Source: an optimization exercise on an open RTL-to-GDS flow (aim: small area, a short achievable clock period and few clock cycles). Production flows keep margins and buffers that such runs may drop. In this exercise RTL edits were held to simulation tests only and were not proved equivalent to the original. No activity file was given, so power comes from the tool's default toggle rates.

### design/flow/flow/run.sh
#!/bin/bash
set -euo pipefail
export BUFFER_PORTS_ARGS="-buffer_cell sky130_fd_sc_hd__buf_1"
export CTS_ARGS="-sink_clustering_enable -repair_clock_nets -sink_clustering_size 12 -sink_clustering_max_diameter 50 -buf_list sky130_fd_sc_hd__clkbuf_8 -dont_use_dummy_load"
bash standard.sh > standard.log 2>&1
### design/flow/standard.sh
#!/bin/bash
# synth_recipe.tcl (not shown) runs the flow's synth.tcl, then flattens the netlist and writes it again
# the make line also repeats each setting of config.mk as NAME=value (left out here)
make -C /OpenROAD-flow-scripts/flow DESIGN_CONFIG=/design/flow/config.mk WORK_HOME=/design/flow/orfs CLKGATE_MAP_FILE= SYNTH_SCRIPT=/design/flow/synth_recipe.tcl "${@:-finish}"
### design/flow/config.mk
export PLATFORM = sky130hd
export DESIGN_NAME = usbasp_seq
export DESIGN_NICKNAME = usbasp_seq
export VERILOG_FILES = /design/flow/design.v
export SDC_FILE = /design/flow/constraint.sdc
export NUM_CORES = 4
export LEC_CHECK = 0
export CAP_MARGIN = 20
export CORE_MARGIN = 2
export CORE_UTILIZATION = 65
export CTS_BUF_LIST = sky130_fd_sc_hd__clkbuf_8
export CTS_CLUSTER_DIAMETER = 50
export CTS_CLUSTER_SIZE = 12
export PLACE_DENSITY = 0.75
export SETUP_SLACK_MARGIN = 4.3
export SLEW_MARGIN = 20
### design/flow/constraint.sdc
create_clock -name core_clock -period 8.0 [get_ports {clk}]
set_input_delay 1.6000 -clock core_clock [delete_from_list [all_inputs] [get_ports {clk}]]
set_output_delay 1.6000 -clock core_clock [all_outputs]
set_load 0.01 [all_outputs]
### design/flow/design.v
module usbasp_seq (
    input  wire        clk,
    input  wire        rst,
    input  wire        req_valid,
    output wire        req_ready,
    input  wire [1:0]  req_kind,       
    input  wire [63:0] req_data,       
    input  wire [3:0]  req_len,        
    output reg         rsp_valid,
    output reg  [2:0]  rsp_code,
    output reg  [3:0]  rsp_len,
    output wire [63:0] rsp_data,
    output wire        tgt_valid,
    input  wire        tgt_ready,
    output reg  [4:0]  tgt_op,
    output wire [31:0] tgt_addr,
    output wire [63:0] tgt_wdata,
    output wire [3:0]  tgt_len,
    input  wire [63:0] tgt_rdata,
    input  wire        rx_evt,
    input  wire [7:0]  rx_byte,
    input  wire        tx_evt,
    output wire        line_tx_valid,
    output wire [7:0]  line_tx_data,
    output reg         chan_en,
    output reg         rx_irq_en,
    output reg         tx_irq_en,
    output reg  [15:0] cfg_baud,
    output reg  [5:0]  cfg_mode
);
    localparam [2:0] R_REPLY = 3'd0, R_MOREPKT = 3'd1, R_DATA = 3'd2,
                     R_MORE  = 3'd3, R_DONE    = 3'd4, R_NOTREADY = 3'd5;
    localparam [4:0] E_ISP_CONNECT    = 5'd1,
                     E_ISP_DISCONNECT = 5'd2,
                     E_ISP_XFER       = 5'd3,
                     E_ISP_ENTERPROG  = 5'd4,
                     E_ISP_SETSCK     = 5'd5,
                     E_ISP_RDFLASH    = 5'd6,
                     E_ISP_RDEEPROM   = 5'd7,
                     E_ISP_WRFLASH_I  = 5'd8,
                     E_ISP_WRFLASH_P  = 5'd9,
                     E_ISP_FLUSHPAGE  = 5'd10,
                     E_ISP_WREEPROM   = 5'd11,
                     E_TPI_CONNECT    = 5'd12,
                     E_TPI_DISCONNECT = 5'd13,
                     E_TPI_RECV       = 5'd14,
                     E_TPI_SEND       = 5'd15,
                     E_TPI_RDBLOCK    = 5'd16,
                     E_TPI_WRBLOCK    = 5'd17;
    localparam [1:0] SUB_FLASH = 2'd0, SUB_EEPROM = 2'd1, SUB_TPI = 2'd2, SUB_UART = 2'd3;
    reg         busy;         
    reg         tv;           
    reg         cmd;          
    reg         urx;          
    reg         utx;          
    reg         brd;          
    reg  [7:0]  wb;           
    reg  [3:0]  idx;          
    reg  [3:0]  cnt;          
    reg         flush_ph;     
    reg  [63:0] dbuf;         
    reg  [3:0]  op;
    reg  [31:0] cursor;
    reg  [15:0] remaining;
    reg  [11:0] page_size;
    reg  [15:0] page_counter;
    reg         blk_last;
    reg         long_mode;
    reg  [7:0]  rxq [0:14];   
    reg  [3:0]  rxc;          
    reg  [7:0]  txq [0:14];   
    reg  [3:0]  txc;
    reg         rx_ok;        
    reg         tx_ok;        
    assign rsp_data  = dbuf;
    assign req_ready = !busy;
    assign tgt_valid = tv;
    assign tgt_addr  = cursor;
    assign tgt_len   = cnt;
    wire        rx_empty = (rxc == 4'd0);
    wire        rx_full  = (rxc == 4'd15);
    wire        tx_empty = (txc == 4'd0);
    wire        tx_full  = (txc == 4'd15);
    reg  [7:0]  rx_head;
    always @(*) begin
        case (rxc)
            4'd2:  rx_head = rxq[1];
            4'd3:  rx_head = rxq[2];
            4'd4:  rx_head = rxq[3];
            4'd5:  rx_head = rxq[4];
            4'd6:  rx_head = rxq[5];
            4'd7:  rx_head = rxq[6];
            4'd8:  rx_head = rxq[7];
            4'd9:  rx_head = rxq[8];
            4'd10: rx_head = rxq[9];
            4'd11: rx_head = rxq[10];
            4'd12: rx_head = rxq[11];
            4'd13: rx_head = rxq[12];
            4'd14: rx_head = rxq[13];
            4'd15: rx_head = rxq[14];
            default: rx_head = rxq[0];
        endcase
    end
    assign line_tx_data  = txq[0];
    assign line_tx_valid = tx_evt && tx_ok;
    reg  [7:0]  nb;
    always @(*) begin
        case (idx[2:0])
            3'd0: nb = dbuf[15:8];
            3'd1: nb = dbuf[23:16];
            3'd2: nb = dbuf[31:24];
            3'd3: nb = dbuf[39:32];
            3'd4: nb = dbuf[47:40];
            3'd5: nb = dbuf[55:48];
            default: nb = dbuf[63:56];
        endcase
    end
    assign tgt_wdata = {dbuf[63:8], wb};
    wire        acc     = req_valid && !busy;
    wire [7:0]  opcode  = req_data[7:0];
    wire [15:0] addr16  = req_data[23:8];
    wire [7:0]  param_a = req_data[31:24];
    wire [7:0]  param_b = req_data[39:32];
    wire [15:0] len16   = req_data[55:40];
    wire        k_setup = (req_kind == 2'd0);
    wire        k_fill  = (req_kind == 2'd1);
    wire        k_drain = req_kind[1];
    reg  [4:0]  d_ev;        
    always @(*) begin
        case (opcode)
            8'd1:    d_ev = E_ISP_CONNECT;
            8'd2:    d_ev = E_ISP_DISCONNECT;
            8'd3:    d_ev = E_ISP_XFER;
            8'd5:    d_ev = E_ISP_ENTERPROG;
            8'd10:   d_ev = E_ISP_SETSCK;
            8'd11:   d_ev = E_TPI_CONNECT;
            8'd12:   d_ev = E_TPI_DISCONNECT;
            8'd13:   d_ev = E_TPI_RECV;
            8'd14:   d_ev = E_TPI_SEND;
            default: d_ev = 5'd0;
        endcase
    end
    wire        o_ev    = (d_ev != 5'd0);
    wire        o_long  = (opcode == 8'd9);
    wire        o_saddr = (opcode == 8'd4) || (opcode == 8'd7) || (opcode == 8'd6) ||
                          (opcode == 8'd8) || (opcode == 8'd15) || (opcode == 8'd16);
    wire        o_suart = (opcode[7:1] == 7'd32);             
    wire        o_cfg   = (opcode == 8'd60);
    wire        o_ftx   = (opcode == 8'd61);
    wire        o_frx   = (opcode == 8'd62);
    wire        o_dis   = (opcode == 8'd63);
    wire        o_free  = (opcode == 8'd66);
    wire        o_caps  = (opcode == 8'd127);
    wire        o_wfl   = (opcode == 8'd6);
    wire        o_wee   = (opcode == 8'd8);
    reg  [2:0]  d_op;        
    always @(*) begin
        case (opcode)
            8'd4:    d_op = {1'b0, SUB_FLASH};
            8'd7:    d_op = {1'b0, SUB_EEPROM};
            8'd15:   d_op = {1'b0, SUB_TPI};
            8'd6:    d_op = {1'b1, SUB_FLASH};
            8'd8:    d_op = {1'b1, SUB_EEPROM};
            8'd16:   d_op = {1'b1, SUB_TPI};
            8'd64:   d_op = {1'b1, SUB_UART};
            default: d_op = {1'b0, SUB_UART};
        endcase
    end
    wire        op_read  = op[3] && !op[2];
    wire        op_write = op[3] &&  op[2];
    wire        uart_op  = (op[1:0] == SUB_UART);
    wire        rem_hi0  = (remaining[15:4] == 12'd0);
    wire        rem_nz   = (remaining != 16'd0);
    wire        rem_one  = rem_hi0 && (remaining[3:0] == 4'd1);
    wire [3:0]  k_req  = (rem_hi0 && remaining[3:0] < req_len) ? remaining[3:0] : req_len;
    wire        k_nz   = (req_len != 4'd0) && rem_nz;
    wire        op_ok    = k_fill ? op_read : op_write;         
    wire        s_ring   = !k_setup && op_ok && uart_op;
    wire        s_ev     = k_setup ? o_ev : (op_ok && !uart_op && k_nz);
    wire        start    = s_ring || s_ev;                       
    wire        urx_a     = acc && s_ring && k_fill;
    wire        utx_a     = acc && s_ring && !k_fill;
    wire        urx_on    = urx_a || urx;
    wire        utx_on    = utx_a || utx;
    wire        last_byte = (idx + 4'd1 == cnt);
    wire        k_one     = (k_req == 4'd1);
    wire [3:0]  r_pos     = acc ? 4'd0 : idx;
    wire        r_more    = acc ? k_nz  : (idx != cnt);
    wire        r_last    = acc ? k_one : last_byte;
    wire        can_pop   = r_more && !rx_empty;
    wire        can_push  = r_more && !tx_full;
    wire        pop_done  = !can_pop  || r_last || rxc == 4'd1;
    wire        push_done = !can_push || r_last || txc == 4'd14;
    wire [3:0]  pop_len   = can_pop ? r_pos + 4'd1 : r_pos;
    wire        push_zero = can_push ? rem_one : !rem_nz;
    wire        len_nz    = (req_len != 4'd0);
    wire        pre_pop   = !busy && op_read  && uart_op && rem_nz && !rx_empty;
    wire        pre_push  = !busy && op_write && uart_op && rem_nz && !tx_full;
    wire        pop_a     = req_valid && !req_kind[1] && req_kind[0] && len_nz && pre_pop;
    wire        push_a    = req_valid &&  req_kind[1] && len_nz && pre_push;
    wire        do_pop    = pop_a  || (urx && idx != cnt && !rx_empty);
    wire        do_push   = push_a || (utx && idx != cnt && !tx_full);
    wire        fin_ring  = (urx_on && pop_done) || (utx_on && push_done);
    wire        rx_push   = rx_evt && rx_ok;
    wire        tx_pop    = tx_evt && tx_irq_en && !tx_empty;
    wire        ev_acc    = tv && tgt_ready;
    wire        wflash    = !cmd && op[2:0] == {1'b1, SUB_FLASH};
    wire        is_tpi    = !cmd && op[1:0] == SUB_TPI;
    wire        paged     = (page_size != 12'd0);
    wire [15:0] pc_dec    = paged ? (page_counter - 16'd1) : page_counter;
    wire        page_full = paged && (page_counter == 16'd1);
    wire [15:0] pc_next   = page_full ? {4'd0, page_size} : pc_dec;
    wire [15:0] ps_pa     = {4'd0, page_size} + {15'd0, paged};  
    wire        forced    = rem_one && blk_last && !page_full && (page_counter != ps_pa);
    wire        to_flush  = wflash && !flush_ph && (page_full || forced);
    wire        ev_last   = cmd ? (tgt_op != E_ISP_XFER || idx == 4'd4) :
                            is_tpi ? 1'b1 : (last_byte && !to_flush);
    wire        ev_zero   = is_tpi ? (rem_hi0 && remaining[3:0] == cnt) :
                            (wflash && flush_ph) ? !rem_nz : rem_one;
    wire        ev_rem    = !cmd && !(wflash && flush_ph);
    wire        ev_adv    = !cmd && !to_flush;
    wire [3:0]  step      = is_tpi ? cnt : 4'd1;
    wire        fin_ev    = ev_acc && ev_last;
    wire        fin       = fin_ev || fin_ring;
    integer i;
    always @(posedge clk) begin
        if (rx_push) begin
            rxq[0] <= rx_byte;
            for (i = 1; i < 15; i = i + 1)
                rxq[i] <= rxq[i-1];
        end
        for (i = 0; i < 15; i = i + 1) begin
            if (tx_pop)
                txq[i] <= (i == 14) ? 8'd0 : txq[i+1];
            else if (do_push && txc == i)
                txq[i] <= acc ? req_data[7:0] : wb;
        end
    end
    wire        ld_pkt   = acc && !k_fill;
    wire        tpi_rd   = ev_acc && is_tpi && !op[2];
    wire [2:0]  wlane    = acc ? 3'd0 : idx[2:0] - {2'd0, cmd};
    wire        wr_byte  = (ev_acc && brd) || do_pop;
    wire [7:0]  wbyte    = urx_on ? rx_head : tgt_rdata[7:0];
    integer b;
    always @(posedge clk) begin
        for (b = 0; b < 8; b = b + 1) begin
            if (ld_pkt) begin
                dbuf[8*b +: 8] <= req_data[8*b +: 8];
                if (k_setup && b == 1)
                    dbuf[8*b +: 8] <= req_data[23:16];
                if (k_setup && o_caps && b < 4)
                    dbuf[8*b +: 8] <= (b == 0) ? 8'h41 : 8'h00;
                if (k_setup && o_free && b == 0)
                    dbuf[8*b +: 8] <= 8'h00;
                if (k_setup && o_free && b == 1)
                    dbuf[8*b +: 8] <= {4'd0, ~txc};
                if (k_setup && opcode == 8'd10 && b == 0)
                    dbuf[8*b +: 8] <= 8'h00;                     
            end else if (tpi_rd)
                dbuf[8*b +: 8] <= tgt_rdata[8*b +: 8];
            else if (wr_byte && wlane == b)
                dbuf[8*b +: 8] <= wbyte;
        end
    end
    always @(posedge clk) begin
        if (acc) begin
            busy     <= s_ev || (s_ring && !fin_ring);
            tv       <= s_ev;
            cmd      <= k_setup;
            urx      <= urx_a && !pop_done;
            utx      <= utx_a && !push_done;
            brd      <= k_setup ? (opcode == 8'd3 || opcode == 8'd5 || opcode == 8'd13)
                                : (k_fill && !op[1]);
            idx      <= {3'd0, k_setup || do_pop || do_push};
            cnt      <= k_req;
            flush_ph <= 1'b0;
        end else begin
            if (fin) begin
                busy <= 1'b0;
                tv   <= 1'b0;
                urx  <= 1'b0;
                utx  <= 1'b0;
            end
            if (ev_acc) begin
                if (wflash)
                    flush_ph <= to_flush;
                if (!to_flush)
                    idx <= idx + 4'd1;
            end
            if (do_pop || do_push)
                idx <= idx + 4'd1;
        end
        if (acc) begin
            if (k_setup)
                tgt_op <= d_ev;
            else case (op[1:0])
                SUB_FLASH:  tgt_op <= !k_fill ? (paged ? E_ISP_WRFLASH_P : E_ISP_WRFLASH_I) : E_ISP_RDFLASH;
                SUB_EEPROM: tgt_op <= !k_fill ? E_ISP_WREEPROM : E_ISP_RDEEPROM;
                default:    tgt_op <= !k_fill ? E_TPI_WRBLOCK  : E_TPI_RDBLOCK;
            endcase
            wb <= (k_setup || utx_a) ? req_data[15:8] : req_data[7:0];
        end else begin
            if (ev_acc && wflash)
                tgt_op <= to_flush ? E_ISP_FLUSHPAGE : (paged ? E_ISP_WRFLASH_P : E_ISP_WRFLASH_I);
            if ((ev_acc && !to_flush) || do_push)
                wb <= nb;
        end
        rsp_valid <= (acc && !start) || fin;
        if (fin_ring) begin
            if (urx_on) begin
                rsp_code <= R_DATA;
                rsp_len  <= pop_len;
            end else
                rsp_code <= push_zero ? R_DONE : R_MORE;
        end else if (acc) begin
            if (k_setup) begin
                rsp_code <= (o_saddr || o_suart) ? R_MOREPKT : R_REPLY;
                rsp_len  <= o_caps ? 4'd4 : o_free ? 4'd2 : 4'd0;
            end else if (!op_ok)
                rsp_code <= R_NOTREADY;
            else if (k_fill) begin
                rsp_code <= R_DATA;
                rsp_len  <= 4'd0;
            end else
                rsp_code <= rem_nz ? R_MORE : R_DONE;
        end else if (fin_ev) begin
            if (cmd) begin
                rsp_code <= R_REPLY;
                rsp_len  <= (tgt_op == E_ISP_XFER) ? 4'd4 :
                            (tgt_op == E_ISP_ENTERPROG || tgt_op == E_TPI_RECV || tgt_op == E_ISP_SETSCK) ? 4'd1 : 4'd0;
            end else if (!op[2]) begin
                rsp_code <= R_DATA;
                rsp_len  <= cnt;
            end else
                rsp_code <= ev_zero ? R_DONE : R_MORE;
        end
        if (acc && k_setup && (o_saddr || o_suart))
            op <= {1'b1, d_op};
        else if (acc && !k_setup && op_ok && !uart_op && !k_nz && (k_fill || !rem_nz))
            op[3] <= 1'b0;
        else if (fin_ev && (cmd ? (tgt_op == E_ISP_DISCONNECT || tgt_op == E_TPI_DISCONNECT) :
                            !op[2] ? (cnt != 4'd8) : ev_zero))
            op[3] <= 1'b0;
        else if (fin_ring && (urx_on ? (pop_len != 4'd8) : push_zero))
            op[3] <= 1'b0;
        if (acc && k_setup && o_long)
            long_mode <= 1'b1;
        else if (fin_ev && cmd && (tgt_op == E_ISP_DISCONNECT || tgt_op == E_TPI_DISCONNECT))
            long_mode <= 1'b0;
        if (acc && k_setup && o_long)
            cursor <= req_data[39:8];
        else if (acc && k_setup && o_saddr && !long_mode)
            cursor <= {16'd0, addr16};
        else if (ev_acc && ev_adv)
            cursor <= cursor + {28'd0, step};
        if (acc && k_setup && (o_saddr || o_suart))
            remaining <= len16;
        else if ((ev_acc && ev_rem) || do_pop || do_push)
            remaining <= remaining - {12'd0, step};
        if (acc && k_setup && o_wfl) begin
            page_size <= {param_b[7:4], param_a};
            blk_last  <= param_b[1];
        end else if (acc && k_setup && o_wee) begin
            page_size <= 12'd0;
            blk_last  <= 1'b0;
        end
        if (acc && k_setup && o_wfl && param_b[0])
            page_counter <= {4'd0, param_b[7:4], param_a};
        else if (ev_acc && wflash && !flush_ph)
            page_counter <= pc_next;
        if (acc && k_setup && (o_cfg || o_frx))
            rxc <= 4'd0;
        else if (rx_push)
            rxc <= rxc + 4'd1;
        else if (do_pop)
            rxc <= rxc - 4'd1;
        if (acc && k_setup && (o_cfg || o_ftx))
            txc <= 4'd0;
        else if (tx_pop)
            txc <= txc - 4'd1;
        else if (do_push)
            txc <= txc + 4'd1;
        if (acc && k_setup && o_cfg) begin
            cfg_baud <= addr16;
            cfg_mode <= param_a[5:0];
        end
        if (acc && k_setup && (o_cfg || o_dis)) begin
            chan_en   <= o_cfg;
            rx_irq_en <= o_cfg;
        end
        if (acc && k_setup && (o_cfg || o_dis))
            tx_irq_en <= 1'b0;
        else if (tx_evt && tx_irq_en && tx_empty)
            tx_irq_en <= 1'b0;
        else if (do_push)
            tx_irq_en <= 1'b1;
        if (acc && k_setup && (o_cfg || o_dis || o_ftx))
            tx_ok <= 1'b0;
        else if (do_push)
            tx_ok <= 1'b1;
        else if (tx_pop)
            tx_ok <= (txc != 4'd1);
        if (acc && k_setup && (o_cfg || o_dis))
            rx_ok <= o_cfg;
        else if (acc && k_setup && o_frx)
            rx_ok <= rx_irq_en;
        else if (rx_push)
            rx_ok <= (rxc != 4'd14);
        else if (do_pop)
            rx_ok <= rx_irq_en;
        if (rst) begin
            rx_ok     <= 1'b0;
            tx_ok     <= 1'b0;
            busy      <= 1'b0;
            tv        <= 1'b0;
            urx       <= 1'b0;
            utx       <= 1'b0;
            rsp_valid <= 1'b0;
            op[3]     <= 1'b0;
            long_mode <= 1'b0;
            rxc       <= 4'd0;
            txc       <= 4'd0;
            chan_en   <= 1'b0;
            rx_irq_en <= 1'b0;
            tx_irq_en <= 1'b0;
        end
    end
endmodule
==> results of run 1 <==
[kinds of logic (layout without fill, tap and decap cells)]
| family | count (synthesis) | after routing | synth area share (%) |
|---|---|---|---|
| adders and majority gates | 41 | 41 | 2.307 |
| AOI/OAI and AO/OA | 629 | 630 | 18.22 |
| muxes | 32 | 32 | 1.509 |
| other | 0 | 5 | 0 |
| xor gates and xnor gates | 90 | 90 | 3.504 |
| DFF | 456 | 456 | 58.30 |
| buffers and inverters | 243 | 504 | 5.008 |
| and+or+nand+nor | 547 | 547 | 11.16 |
[worst reg2reg max path: stages, from the launching register on]
cell,delay [ps]
dfxtp_1,440
inv_1,120
ha_1,210
buf_4,250
nor2b_1,240
a32o_1,260
a311oi_1,250
a41oi_1,90
a211oi_1,620
a21oi_1,440
a21oi_1,320
o21ai_0,130
[per-stage QoR]
step / utilization [%] / setup slack (ps) / instances
2_1_floorplan: - / 4051 / 2038
3_3_place_gp: 70.22 / 3185 / 2688
3_5_place_dp: 70.30 / 3055 / 2689
4_1_cts: 72.71 / 4293 / 2743
5_1_grt: 73.51 / 4218 / 2755
6_report: 73.54 / 4336 / 2760
[state kept, by name (all words and copies together) (netlist names), 4 cells and up]
name          cells
dbuf             64
cursor           32
remaining        16
op                4
txq             120
cfg_mode          6
page_size        12
page_counter     16
cnt               4
txc               4
rxq             120
rxc               4
tgt_op            5
rsp_len           4
cfg_baud         16
wb                8
idx               4
[where the power goes]
group / total, mW / internal [mW] / switching, mW
Clock: 1.31 / 0.543 / 0.769
Combinational: 0.477 / 0.164 / 0.314
Sequential: 2.71 / 2.66 / 0.0579
[final cells by class]
type | instances | area share [%]
clock buffer | 49 | 2.648
tap | 455 | 2.235
inverter | 56 | 1.017
multi-input combinational | 1340 | 34.84
antenna | 5 | 0.04913
timing repair buffer | 399 | 6.819
sequential | 456 | 52.39
[how the worst max path moves through the flow]
stage / start / endpoint / slack (ps) / cells past startpoint
finish: rxc[0] / dbuf[1] / 4340 / 11
detailed placement: req_data[4] / cursor[31] / 3060 / 6
global route: rxc[0] / dbuf[1] / 4220 / 11
global placement: req_data[1] / cursor[27] / 3190 / 8
floorplan: rx_evt / rxc[2] / 4050 / 5
CTS: req_kind[0] / dbuf[12] / 4290 / 6
[routing by layer]
metal	routed length (um)	global-route usage (%)	up-vias
met5	34	0	-
li1	-	-	8076
met3	9311	8.971	208
met2	32140	56.12	1348
met4	2984	14.62	6
met1	26950	53.95	8861
[repair_timing]
action,in CTS,in global routing
hold buffers,0,0
buffers inserted,4,10
setup endpoints to repair,283,316
pin swaps,3,9
gates resized for setup,27,36
cloned,1,0
[placed cells by master (no fill, tap or decap), types with 11 or more instances in the layout]
cell	count
nand4_1	14
nor2_1	124
nor3_1	21
xnor2_1	60
a221oi_1	18
clkbuf_8	50
a22oi_1	26
and3_1	15
and2_1	19
o22ai_1	12
a211oi_1	19
inv_1	46
nor4_1	15
xor2_1	29
a222oi_1	15
a21oi_1	126
nand2_1	197
o211ai_1	11
buf_1	353
buf_4	30
nand3_1	51
mux2i_1	21
nor2b_1	18
edfxtp_1	421
a21o_1	124
ha_1	35
o21ai_0	137
a31oi_1	26
dfxtp_1	35
==> flow_summary.yaml, run 1 <==
clock_network:
  cts_made_buffers: 49
  cts_root_buffer: "clkbuf_8"
  tritoncts: "yes"
  clkSlewWorstSetupHoldPaths_ps: 80
  cts_buffer_depth: 3
  clkSinkCount: 456
  clk-insertion-delay-late_ps: 650
  htree_levels: 2
sta:
  rsz0062_at_grt: "yes"
  final-hold-violation-count: 0
  hold_ws_ps: 425.2
  finalSetupViolCount: 0
  post-route-period-util_pct: 45.80
  tightest_slew_ps: 1150
  finalSetupTns_ps: 0
  slew_viol_final: 0
  fmax_ghz: 0.2729
  relSlewSlack_pct: 22.65
  period_needed_ps: 3664
  finalClockSkew_ps: 62.95
critical_path:
  critPathMaxFanout: 30
  arrival_ps: 4010
  critical-path-max-stage-delay_ps: 620
  worst_path_dominant_cell_family: "compound AO/OA/AOI/OAI gates"
  crit_top_cell: "a21oi_1"
  start_kind: "flip-flop"
  rr_worst_depth: 11
  crit_path_end_kind: "flip-flop"
  critPathRequiredTime_ps: 8350
  rr_endpoint: "dbuf[1]"
  r2r_start: "rxc[0]"
  cp_num_buf_inv: 2
  reg2reg_slack_ps: 4340
  path_class: "reg -> reg"
  cp_slowest_cell: "a211oi_1"
  crit_chain: "inv_1 -> ha_1 -> buf_4 -> nor2b_1 -> a32o_1 -> a311oi_1 -> a41oi_1 -> a211oi_1 -> a21oi_1 -> a21oi_1 -> o21ai_0"
route:
  ant_nets: 0
  wl_um: 71430
  viasPerCell: 6.703
  detailedRoute.firstPassIterationCount: 6
  route.vias.total: 18500
  post-route-drc-count: 0
  drtIter0Drc: 2434
  routedWlPerCell_um: 25.88
final_layout:
  drive_gt1_share_pct: 8.391
  multiInputGateArea_um2: 8872
  fill_cells: 2398
  fin_area_um2: 25470
  seqCellArea_um2: 13340
  nets: 2491
  syn2layout_area_growth_pct: 11.27
grt:
  grt_pass1_wl_um: 102600
  antenna_found_initial: 5
  gr-total-overflow: 0
  grt_max_degree: 110
  grt_usage_pct: 37.70
  grt_pass1_vias: 16770
placement:
  port_buffers: 360
  hpwl_um: 51380
  dpl_cell_area_um2: 24340
  gp_congestion: 0.9687
pwr:
  p_leak_nw: 8.870
  ir_drop_uv: 190.7
  power-per-cell-area_nw_per_um2: 176.8
  power_mw: 4.503
synth:
  yosysUniqueCellTypes: 86
  async_flop_share_pct: 0
  yosys.area.top_type: "edfxtp_1"
  ys_top_cells_by_area: "edfxtp_1 (55%), a21o_1 (4.1%), nand2_1 (3.3%)"
  yosys_warnings: 3
  ys_top_cells_by_count: "edfxtp_1 (421), nand2_1 (203), o21ai_0 (152)"
  synth_area_um2: 22890
  synth.most_common_cell: "edfxtp_1"
  synth_nets: 2227
  netlist_instances: 2038
  ys_seq_elements: 456
  syn-mean-instance-area_um2: 11.23
  synth-edff-count: 421
  synthDominantCellAreaShare_pct: 55.24
  ys_seq_area_share_pct: 58.30
  synth_flop_cell: "edfxtp_1"
job:
  drv_cap: 0
hold_path:
  min_path_type: "reg -> reg"
  hold_end: "rxq[12][2]"
  whs_path_depth: 0
  hp-start: "rxq[11][2]"
floorplan:
  placementRows: 68
  dieArea_um2: 36730
  coreArea_um2: 34630
  die_x_um: 191.6
  die_height_um: 191.6
  initial_core_util_pct: 66.09
  boundaryPins: 361
run_status:
  status: "timing/DRC/antenna clean"
Testbench counts, summed over its fixed seeds: cycles 23,014.
==> inputs of run 2 (changes only) <==
--- a/design/flow/config.mk
+++ b/design/flow/config.mk
@@ -8,9 +8,9 @@
 export CAP_MARGIN = 20
 export CORE_MARGIN = 2
-export CORE_UTILIZATION = 65
+export CORE_UTILIZATION = 60
 export CTS_BUF_LIST = sky130_fd_sc_hd__clkbuf_8
 export CTS_CLUSTER_DIAMETER = 50
 export CTS_CLUSTER_SIZE = 12
-export PLACE_DENSITY = 0.75
+export PLACE_DENSITY = 0.65
 export SETUP_SLACK_MARGIN = 4.3
 export SLEW_MARGIN = 20
==> flow_summary.yaml, run 2 <==
run_status:
  status: "timing/DRC/antenna clean"
sta:
  hold_ws_ps: 451.1
  period_needed_ps: 3724
  rsz0062_at_grt: "yes"
  slew_viol_final: 0
  finalClockSkew_ps: 45.77
  relSlewSlack_pct: 24.57
  post-route-period-util_pct: 46.56
  tightest_slew_ps: 1121
  fmax_ghz: 0.2685
  finalSetupTns_ps: 0
  finalSetupViolCount: 0
  final-hold-violation-count: 0
synth:
  synth_nets: 2227
  synth_top_family_by_area: "compound AO/OA/AOI/OAI gates"
  netlist_instances: 2038
  yosysUniqueCellTypes: 86
  async_flop_share_pct: 0
  synth.most_common_cell: "edfxtp_1"
  synth-edff-count: 421
  synth_area_um2: 22890
  ys_top_cells_by_area: "edfxtp_1 (55%), a21o_1 (4.1%), nand2_1 (3.3%)"
  ys_seq_area_share_pct: 58.30
  ys_top_cells_by_count: "edfxtp_1 (421), nand2_1 (203), o21ai_0 (152)"
  synthDominantCellAreaShare_pct: 55.24
  synth_compound_area_share_pct: 18.22
  synth_xor_area_share_pct: 3.504
  synthMuxAreaShare_pct: 1.509
  yosys.area.top_type: "edfxtp_1"
  yosys_warnings: 3
  synth_flop_cell: "edfxtp_1"
  syn-mean-instance-area_um2: 11.23
  ys_seq_elements: 456
  synthAdderAreaFrac_pct: 2.307
  synth-simple-area-share_pct: 11.16
grt:
  grt_pass1_vias: 16640
  grt_usage_pct: 34.91
  gr-total-overflow: 0
  grt_max_degree: 102
  grt_pass1_wl_um: 102300
  antenna_found_initial: 1
route:
  route.vias.total: 18410
  ant_nets: 0
  post-route-drc-count: 0
  detailedRoute.firstPassIterationCount: 8
  routedWlPerCell_um: 25.25
  wl_um: 71540
  drtIter0Drc: 2290
  viasPerCell: 6.497
critical_path:
  critPathMaxFanout: 8
  critPathRequiredTime_ps: 8360
  crit_chain: "buf_1 -> inv_1 -> ha_2 -> o21a_1 -> a211oi_4 -> mux2_4 -> o211ai_1 -> a21oi_2 -> and2_4 -> a21oi_4"
  arrival_ps: 4080
  critical-path-max-stage-delay_ps: 410
  rr_worst_depth: 8
  start_kind: "primary input"
  cp_slowest_cell: "a211oi_4"
  path_class: "in -> reg"
  crit_path_end_kind: "flip-flop"
final_layout:
  final_common_cell: "edfxtp_1"
  syn2layout_area_growth_pct: 11.72
  stdcell_count: 2833
  reg_top3: "rxq x120, txq x120, dbuf x64"
  layout_common_cells: "edfxtp_1 (421), buf_1 (353), nand2_1 (200)"
  nets: 2505
  drive_gt1_share_pct: 8.773
placement:
  port_buffers: 360
  place_inst: 2755
  hpwl_um: 51850
  gp_congestion: 1.013
pwr:
  ir_drop_uv: 129.6
  p_leak_nw: 8.924
  power_mw: 4.499
  power-per-cell-area_nw_per_um2: 176.0
job:
  drv_cap: 0
clock_network:
  cts_made_buffers: 49
  tritoncts: "yes"
  holdBufCountCts: 0
  clkSlewWorstSetupHoldPaths_ps: 80
  clkSinkCount: 456
  htree_levels: 2
  cts_buffer_depth: 3
  cts_root_buffer: "clkbuf_8"
  clk-insertion-delay-late_ps: 660
hold_path:
  min_path_type: "reg -> reg"
  whs_path_depth: 0
floorplan:
  die_x_um: 199.3
  dieArea_um2: 39720
  initial_core_util_pct: 60.91
  die_height_um: 199.3
  boundaryPins: 361
  placementRows: 71
  coreArea_um2: 37580
run 2: cell families after synthesis:
group                      Yosys count
muxes                               32
buffers and inverters              243
AOI/OAI and AO/OA                  629
and+or+nand+nor                    547
xor gates and xnor gates            90
adders and majority gates           41
DFF                                456
run 2: final cells by class:
class / instances / area (um2)
antenna: 8 / 20.02
clock buffer: 49 / 674.4
fill: 2924 / 12010
inverter: 56 / 259.0
multi-input combinational: 1340 / 8806
sequential: 456 / 13340
tap: 511 / 639.4
timing repair buffer: 413 / 1827
run 2: timing repair:
action,4_1_cts,5_1_grt
pin swaps,5,5
gates cloned,1,1
gates resized for setup,32,26
setup endpoints to repair,276,220
buffers inserted,8,10
endpoints found under the hold margin,0,0
run 2: layer usage:
metal	track usage [%]	up-vias	part of all wire, %
li1	-	8113	-
met1	50.77	8887	40
met2	51.03	1220	44
met3	9.384	187	13
met4	11.42	0	3.9
met5	0	-	0
run 2: final timing paths:
| kind | startpoint | endpoint | slack (ps) |
|---|---|---|---|
| max | req_len[2] | rsp_len[2] | 4280 |
| min | rxq[5][0] | rxq[6][0] | 450 |
| max reg2reg | page_counter[6] | urx | 4450 |
| min reg2reg | rxq[5][0] | rxq[6][0] | 450 |
run 2: worst max-delay path: cells and delay by family:
family	cells	cell delay (ps)
buffers and inverters	2	220
adders and majority gates	1	280
AOI/OAI and AO/OA	5	1360
muxes	1	370
and+or+nand+nor	1	250
run 2: metrics by stage:
step           utilization, %  area (um2)  setup slack (ps)
2_1_floorplan               -       23180              4051
3_3_place_gp            65.11       24470              3219
3_5_place_dp            65.14       24480              2978
4_1_cts                 67.45       25340              4260
5_1_grt                 67.99       25550              4200
6_report                68.04       25570              4276
run 2: where the power goes:
part | switching, mW | total [mW] | internal (mW)
combinational | 0.314 | 0.474 | 0.160
clock | 0.769 | 1.31 | 0.542
sequential | 0.0574 | 2.71 | 2.66
==> inputs of run 3 (changes only) <==
--- a/design/flow/config.mk
+++ b/design/flow/config.mk
@@ -12,5 +12,5 @@
 export CTS_CLUSTER_DIAMETER = 50
 export CTS_CLUSTER_SIZE = 12
-export PLACE_DENSITY = 0.65
+export PLACE_DENSITY = 0.72
 export SETUP_SLACK_MARGIN = 4.3
 export SLEW_MARGIN = 20
==> flow_summary.yaml, run 3 <==
floorplan:
  coreArea_um2: 37580
  placementRows: 71
  die_x_um: 199.3
  die_height_um: 199.3
  dieArea_um2: 39720
  boundaryPins: 361
  initial_core_util_pct: 60.91
synth:
  synth_area_um2: 22890
  ys_seq_elements: 456
  ys_top_cells_by_area: "edfxtp_1 (55%), a21o_1 (4.1%), nand2_1 (3.3%)"
  synth_nets: 2227
  yosysUniqueCellTypes: 86
  syn-mean-instance-area_um2: 11.23
  synthDominantCellAreaShare_pct: 55.24
  yosys.area.top_type: "edfxtp_1"
  synth.most_common_cell: "edfxtp_1"
  synth_flop_cell: "edfxtp_1"
  ys_seq_area_share_pct: 58.30
  async_flop_share_pct: 0
  synth-edff-count: 421
  ys_top_cells_by_count: "edfxtp_1 (421), nand2_1 (203), o21ai_0 (152)"
  yosys_warnings: 3
  netlist_instances: 2038
critical_path:
  critPathRequiredTime_ps: 6400
  critPathMaxFanout: 3
  cp_slowest_cell: "buf_1"
  path_class: "in -> out"
  start_kind: "primary input"
  arrival_ps: 2030
  crit_path_end_kind: "primary output"
  rr_worst_depth: 8
  crit_chain: "buf_2 -> and2_1 -> buf_1"
  critical-path-max-stage-delay_ps: 150
  r2r_start: "page_counter[6]"
  rr_endpoint: "wb[2]"
  reg2reg_slack_ps: 4370
clock_network:
  cts_root_buffer: "clkbuf_8"
  clkSinkCount: 456
  tritoncts: "yes"
  clkSlewWorstSetupHoldPaths_ps: 80
  htree_levels: 2
  cts_buffer_depth: 3
  cts_made_buffers: 49
  clk-insertion-delay-late_ps: 650
final_layout:
  reg_top3: "rxq x120, txq x120, dbuf x64"
  drive_gt1_share_pct: 8.571
  final_common_cell: "edfxtp_1"
  fin_util_pct: 67.92
  syn2layout_area_growth_pct: 11.51
  nets: 2501
  layout_common_cells: "edfxtp_1 (421), buf_1 (352), nand2_1 (201)"
route:
  wl_um: 71100
  post-route-drc-count: 0
  viasPerCell: 6.484
  routedWlPerCell_um: 25.14
  detailedRoute.firstPassIterationCount: 6
  ant_nets: 0
  drtIter0Drc: 2063
  route.vias.total: 18340
grt:
  grt_usage_pct: 34.75
  grt_pass1_wl_um: 101400
  antenna_found_initial: 5
  gr-total-overflow: 0
  grt_pass1_vias: 16520
  grt_max_degree: 106
sta:
  final-hold-violation-count: 0
  finalClockSkew_ps: 78.43
  slew_viol_final: 0
  post-route-period-util_pct: 45.42
  tightest_slew_ps: 1104
  fmax_ghz: 0.2752
  finalSetupViolCount: 0
  period_needed_ps: 3634
  rsz0062_at_grt: "yes"
  finalSetupTns_ps: 0
  relSlewSlack_pct: 26.11
pwr:
  p_leak_nw: 8.935
  ir_drop_uv: 142.2
  power-per-cell-area_nw_per_um2: 176.1
hold_path:
  hp-start: "rxq[13][4]"
  min_path_type: "reg -> reg"
  hold_end: "rxq[14][4]"
  whs_path_depth: 0
placement:
  gp_congestion: 0.9985
  hpwl_um: 51620
  port_buffers: 360
run_status:
  status: "timing/DRC/antenna clean"
job:
  drv_cap: 0
-- run 3: cell count changes in the layout (fill, tap and decap cells not counted), moves of 2 or more --
cell | previous run | this run
a21o_1 | 122 | 124
buf_2 | 2 | 4
buf_4 | 47 | 43
o21ai_0 | 143 | 137
o21ai_1 | 3 | 8
-- run 3: layer usage --
| metal | track usage (%) | up-vias | share of wire [%] |
|---|---|---|---|
| li1 | - | 8111 | - |
| met1 | 48.29 | 8902 | 39 |
| met2 | 54.76 | 1131 | 46 |
| met3 | 6.278 | 189 | 10 |
| met4 | 13.32 | 4 | 4.3 |
| met5 | 0 | - | 0.041 |
-- run 3: repair_timing --
action | 4_1_cts | 5_1_grt
pin swaps | 3 | 8
endpoints found under the hold margin | 0 | 0
hold buffers | 0 | 0
cloned | 0 | 2
endpoints found under the setup margin | 282 | 230
resized for setup | 28 | 27
setup buffers | 5 | 13
-- run 3: power by group --
group	leakage, nW	internal (mW)	switching, mW	total [mW]
clock network	0.352	0.544	0.772	1.32
registers	4.17	2.66	0.0568	2.71
logic	4.41	0.161	0.305	0.466
-- run 3: cell families (layout without fill, tap and decap cells) --
| logic type | count (synthesis) | in the layout | synth area share (%) |
|---|---|---|---|
| multiplexers | 32 | 32 | 1.509 |
| flip-flops | 456 | 456 | 58.30 |
| buffers and inverters | 243 | 514 | 5.008 |
| AND/OR/NAND/NOR | 547 | 548 | 11.16 |
| other | 0 | 7 | 0 |
| AO/OA/AOI/OAI | 629 | 629 | 18.22 |
| adder cells (fa/ha/maj) | 41 | 41 | 2.307 |
| XOR/XNOR | 90 | 90 | 3.504 |
-- run 3: worst max path at each step --
stage               endpoint       startpoint  slack [ps]
5_1_grt                wb[7]  page_counter[6]        4260
4_1_cts             dbuf[46]      req_kind[0]        4310
3_5_place_dp         dbuf[1]      req_data[1]        3090
6_report       line_tx_valid           tx_evt        4370
3_3_place_gp         dbuf[1]      req_data[1]        3130
2_1_floorplan         rxc[2]           rx_evt        4050
-- run 3: area by class of cell --
type	count	area, um2
Sequential cell	456	13340
Multi-Input combinational cell	1340	8792
Tap cell	511	639.4
Inverter	56	266.5
Clock buffer	49	674.4
Fill cell	2938	12060
Timing Repair Buffer	409	1788
Antenna cell	7	17.52
-- run 3: worst max-delay path: cells and delay by family --
family / cells / cell delay, ps
buffers and inverters: 2 / 290
AND/OR/NAND/NOR: 1 / 140
-- run 3: metrics by stage --
stage | cells | setup slack (ps) | power, mW | hold slack [ps] | area, um2
floorplan | 2038 | 4051 | 3.027 | 418.0 | 23180
global placement | 2751 | 3131 | 3.203 | 427.1 | 24440
detailed placement | 2751 | 3086 | 3.208 | 432.0 | 24440
CTS | 2805 | 4306 | 4.499 | 418.6 | 25260
global route | 2823 | 4255 | 4.612 | 425.8 | 25510
finish | 2828 | 4366 | 4.496 | 417.0 | 25520

port drivers added, routing unchanged:
No port has a modelled driver above. Below, the same layouts with a new extraction and two added sets of constraints.
Step 1 assumes that a clkbuf_16 drives the clock port and a buf_2 every other input.
Step 2 also shifts input and output timing later by t, the mid clock arrival at the registers, as if the neighbouring blocks saw the same clock.
Three values: ideal ports, drivers, drivers and shift; two values: the first two.
run | shift t [ns] | setup WS [ns] | hold slack, ns | worst register clock-pin slew, ns | cell pins on the clock port's net
run 1 | 0.664 | 4.336 / 4.336 / 3.686 | 0.425 / 0.425 / 0.425 | 0.09 / 0.09 | 1
run 2 | 0.679 | 4.276 / 4.293 / 3.614 | 0.451 / 0.451 / 0.451 | 0.09 / 0.09 | 1
run 3 | 0.667 | 4.366 / 4.335 / 3.714 | 0.417 / 0.417 / 0.417 | 0.09 / 0.09 | 1
After both steps setup and hold are still met in every run listed. The setup slack of run 2, which loses most, moves by +0.017 ns with the drivers and by -0.662 ns with both steps.
